What follows belongs to an exercise in optimizing a design on an open flow for small area, a short achievable clock period and few clock cycles per item; a production flow would make more cautious choices. In this exercise RTL edits were held to simulation tests only and were not proved equivalent to the original.

## the previous run
==> flow/design.v <==
module idt_frame_decoder (
    input  wire        clk,
    input  wire        rst,         
    input  wire        tailoff,     
    input  wire        in_valid,
    input  wire [7:0]  in_data,
    input  wire        in_last,
    output wire        in_ready,
    output reg         res_valid,
    output wire [31:0] res_info,    
    output wire [31:0] res_crc,     
    output wire [31:0] res_len,     
    output wire [31:0] res_addr,    
    output wire [8:0]  rx_track,    
    output wire [15:0] rx_cnt       
);
    localparam [2:0] C_OK = 3'd0, C_NO_DELIM = 3'd1, C_BAD_LEN = 3'd2,
                     C_BAD_CRC = 3'd3, C_BAD_COMPL = 3'd4, C_SEQ_ERR = 3'd5;
    localparam [1:0] T_NONE = 2'd0, T_HEAD = 2'd1, T_DATA = 2'd2, T_TAIL = 2'd3;
    function [15:0] crc_table;
        input [7:0] i;
        integer k;
        reg [15:0] r;
        begin
            r = {i, 8'h00};
            for (k = 0; k < 8; k = k + 1)
                r = r[15] ? ((r << 1) ^ 16'h1021) : (r << 1);
            crc_table = r;
        end
    endfunction
    function [15:0] crc_step;
        input [15:0] c;
        input [7:0]  b;
        begin
            crc_step = {c[7:0], 8'h00} ^ crc_table(c[15:8] ^ b);
        end
    endfunction
    reg         fresh;           
    reg  [10:0] q;
    reg         qz, qh;          
    reg         hd;              
    reg         da, ed;          
    reg         cs;              
    reg  [7:0]  n;               
    reg         co;              
    reg  [15:0] acc;             
    reg  [7:0]  d1, d2;          
    reg  [63:0] hl;              
    reg  [7:0]  rx_exp;
    reg         rx_inxfer;
    reg  [15:0] rx_count;
    reg         pend;            
    reg         rdy;             
    reg         s_cs;            
    reg         s_hi, s_lo;      
    reg         s_co;            
    reg         s_seq;           
    reg         s_nd;            
    reg  [1:0]  s_type;
    reg  [2:0]  r_code;
    reg  [1:0]  r_type;
    assign in_ready = rdy;
    assign rx_track = {rx_inxfer, rx_exp};
    assign rx_cnt   = rx_count;
    assign res_info = {5'd0, q, n, 1'b0, r_code, 2'b00, r_type};
    assign res_crc  = {acc, d2, d1};
    assign res_len  = hl[63:32];
    assign res_addr = hl[31:0];
    wire       accept = in_valid && rdy;
    wire       done   = accept && in_last;
    wire [7:0] b  = in_data;
    wire q_lo0 = qz;
    wire q_hi1 = qh;
    wire p1    = !fresh && q_hi1 && q[1:0] == 2'd0;
    wire p2    = !fresh && q_hi1 && q[1:0] == 2'd1;
    wire p3    = !fresh && q_hi1 && q[1:0] == 2'd2;
    wire p4    = !fresh && q_hi1 && q[1:0] == 2'd3;    
    wire over  = !fresh && q[10] && !q_hi1;            
    wire compl_ok  = hd || co;
    wire data_ok   = rx_inxfer && (n == rx_exp);
    wire tail_ok   = rx_inxfer && (tailoff ? (n == rx_exp) : (n == rx_count[7:0]));
    wire seq_ok    = hd || (da ? data_ok : tail_ok);
    wire hd_n = fresh ? (b == 8'hFE) :
                p1    ? (hd && b == 8'h00) :
                p2    ? (hd && b == 8'hFF) :
                p3    ? (hd && b == 8'h01) : hd;
    wire da_n = fresh ? (b == 8'hDA) : da;
    wire ed_n = fresh ? (b == 8'hED) : ed;
    wire is_head = hd_n && !fresh && !p1 && !p2;       
    wire [1:0] v_type = over    ? T_NONE :
                        is_head ? T_HEAD : da_n ? T_DATA : ed_n ? T_TAIL : T_NONE;
    wire csx = cs && !fresh;                           
    wire v_fld = s_cs && s_hi && s_lo && s_co;           
    wire [2:0] v_code = !s_cs            ? (s_nd ? C_NO_DELIM : C_BAD_LEN) :
                        !(s_hi && s_lo)  ? C_BAD_CRC :
                        !s_co            ? C_BAD_COMPL :
                        s_seq            ? C_OK : C_SEQ_ERR;
    wire n13   = !fresh && q == 11'd7;                           
    wire n4    = p3;                                             
    wire ndat  = !fresh && (q_hi1 ? q[1] : !(q[10:0] >= 11'd1023));   
    wire cs_n  = hd ? n13 : da ? ndat : ed ? n4 : 1'b0;    
    wire [11:4] p_hl;
    assign p_hl[4] = p4;
    genvar g;
    generate
        for (g = 5; g <= 11; g = g + 1) begin : g_phl
            assign p_hl[g] = !fresh && q_lo0 && q[2:0] == (g - 5);
        end
    endgenerate
    wire        clr_crc = pend && !s_cs;
    wire        clr_chk = pend && !(v_fld && da);
    wire        clr_n   = pend && !(v_fld && !hd);
    wire        clr_hl  = pend && !(v_fld && hd);
    wire        wr_acc  = accept && (fresh || !in_last);
    wire [15:0] acc_d   = fresh ? 16'h0000 : crc_step(acc, d1);
    wire [10:0] q_d     = fresh ? 11'd2044 : q + 11'd1;
    wire [7:0] cnt_hi_inc = rx_count[15:8] + 8'd1;
    integer j;
    always @(posedge clk) begin
        acc <= wr_acc ? acc_d : (acc & {16{!clr_crc}});
        d1  <= accept ? b  : (d1 & {8{!clr_crc}});
        d2  <= accept ? d1 : (d2 & {8{!clr_crc}});
        if (accept) begin
            qz <= !fresh && ((qh && q[1:0] == 2'd3) || (qz && q[2:0] != 3'd7));
            qh <= fresh || (qh && q[1:0] != 2'd3);
        end else if (clr_chk) begin
            qz <= 1'b1;
            qh <= 1'b0;
        end
        q   <= accept ? q_d : (q & {11{!clr_chk}});
        n   <= (accept && p1) ? b : (n & {8{!clr_n}});
        for (j = 4; j <= 11; j = j + 1)
            hl[(11-j)*8 +: 8] <= (accept && p_hl[j]) ? b : (hl[(11-j)*8 +: 8] & {8{!clr_hl}});
        s_cs   <= csx;
        s_hi   <= (acc[15:8] == d1);
        s_lo   <= (acc[7:0] == b);
        s_co   <= compl_ok;
        s_seq  <= seq_ok;
        s_nd   <= (v_type == T_NONE) && !over;
        s_type <= v_type;
        r_code <= v_code;
        r_type <= s_type;
        if (accept) begin
            hd <= hd_n;
            da <= da_n;
            ed <= ed_n;
            cs <= cs_n;
            if (p2)
                co <= (b == ~n);
        end
        if (rst) begin
            fresh     <= 1'b1;
            pend      <= 1'b0;
            rdy       <= 1'b1;
            res_valid <= 1'b0;
            rx_exp    <= 8'd1;
            rx_inxfer <= 1'b0;
            rx_count  <= 16'd0;
        end else begin
            pend      <= done;
            rdy       <= !done;
            res_valid <= pend;
            if (accept)
                fresh <= in_last;
            if (pend && v_fld && s_seq) begin
                if (hd) begin
                    rx_exp    <= 8'd1;
                    rx_count  <= 16'd0;
                    rx_inxfer <= 1'b1;
                end else if (da) begin
                    rx_exp   <= rx_exp + 8'd1;
                    rx_count <= {(rx_exp == 8'd0) ? cnt_hi_inc : rx_count[15:8], rx_exp};
                end else begin
                    rx_inxfer <= 1'b0;
                end
            end
        end
    end
endmodule
==> flow/config.mk <==
export PLATFORM = sky130hd
export DESIGN_NAME = idt_frame_decoder
export DESIGN_NICKNAME = idt_frame_decoder
export VERILOG_FILES = /design/flow/design.v
export SDC_FILE = /design/flow/constraint.sdc
export NUM_CORES = 4
export LEC_CHECK = 0
export CAP_MARGIN = 20
export CORE_MARGIN = 2
export CORE_UTILIZATION = 65
export CTS_BUF_LIST = sky130_fd_sc_hd__clkbuf_8
export SETUP_SLACK_MARGIN = 2.1
export SLEW_MARGIN = 20
export TNS_END_PERCENT = 5
==> flow/constraint.sdc <==
create_clock -name core_clock -period 4.0 [get_ports {clk}]
set_input_delay 0.8000 -clock core_clock [delete_from_list [all_inputs] [get_ports {clk}]]
set_output_delay 0.8000 -clock core_clock [all_outputs]
set_load 0.01 [all_outputs]
standard.sh (not shown) runs the stock make flow with config.mk's settings and CLKGATE_MAP_FILE= SYNTH_SCRIPT=/design/flow/synth_recipe.tcl, a recipe that flattens the netlist after the stock synthesis.
==> flow/flow/run.sh <==
#!/bin/bash
set -euo pipefail
bash standard.sh BUFFER_PORTS_ARGS="-buffer_cell sky130_fd_sc_hd__buf_1" finish > flow_make.log 2>&1
Testbench counts of the previous run, summed over its fixed seeds: cycles 135,708, bytes 135,489.
The inputs of the current run differ from those of the previous run as listed below.
Settings: removing TNS_END_PERCENT (formerly 5); changing SETUP_SLACK_MARGIN from 2.1 to 2.0.
- From the current run to the previous run, synthesized cell area did not move at all.
- The sequential cell area on the previous run is in line with that on the current run.
- The current run against the previous run: number of logic stages on the critical path including buffering went up by 1, wire length after detailed routing went up by about 2%, area of the multi-input gates was more or less identical, sequential share of layout area went up by 0.41 points.
- On worst hold slack, the previous run tracks the current run almost exactly.
- For the global-route usage, the current run came in 0.29 points higher than the previous run did.
- In the current run relative to the previous run, final RePlAce weighted congestion had gone up by a few percent.

-- static timing again, ports no longer ideal --
The results above use ideal ports. As a check the final layouts listed here were re-extracted and re-timed, cells and wires unchanged.
Step 1 assumes that a clkbuf_16 drives the clock port and a buf_2 every other input.
Step 2 also shifts input and output timing later by t, the mid clock arrival at the registers, as if the neighbouring blocks saw the same clock.
Three values: no drivers, after step 1, after step 2; two values: the first two.
| run | t, ns | slack for setup (ns) | worst register clock-pin slew, ns | worst data-port slew with drivers (ns) |
|---|---|---|---|---|
| the previous run | 0.486 | 1.960 / 1.960 / 1.651 | 0.09 / 0.09 | 0.05 |
| the current run | 0.496 | 2.013 / 1.991 / 1.532 | 0.10 / 0.10 | 0.08 |
After both steps setup and hold are still met in every run listed. For the current run, which loses most, drivers alone change the setup slack by -0.022 ns; drivers and shift together by -0.481 ns.
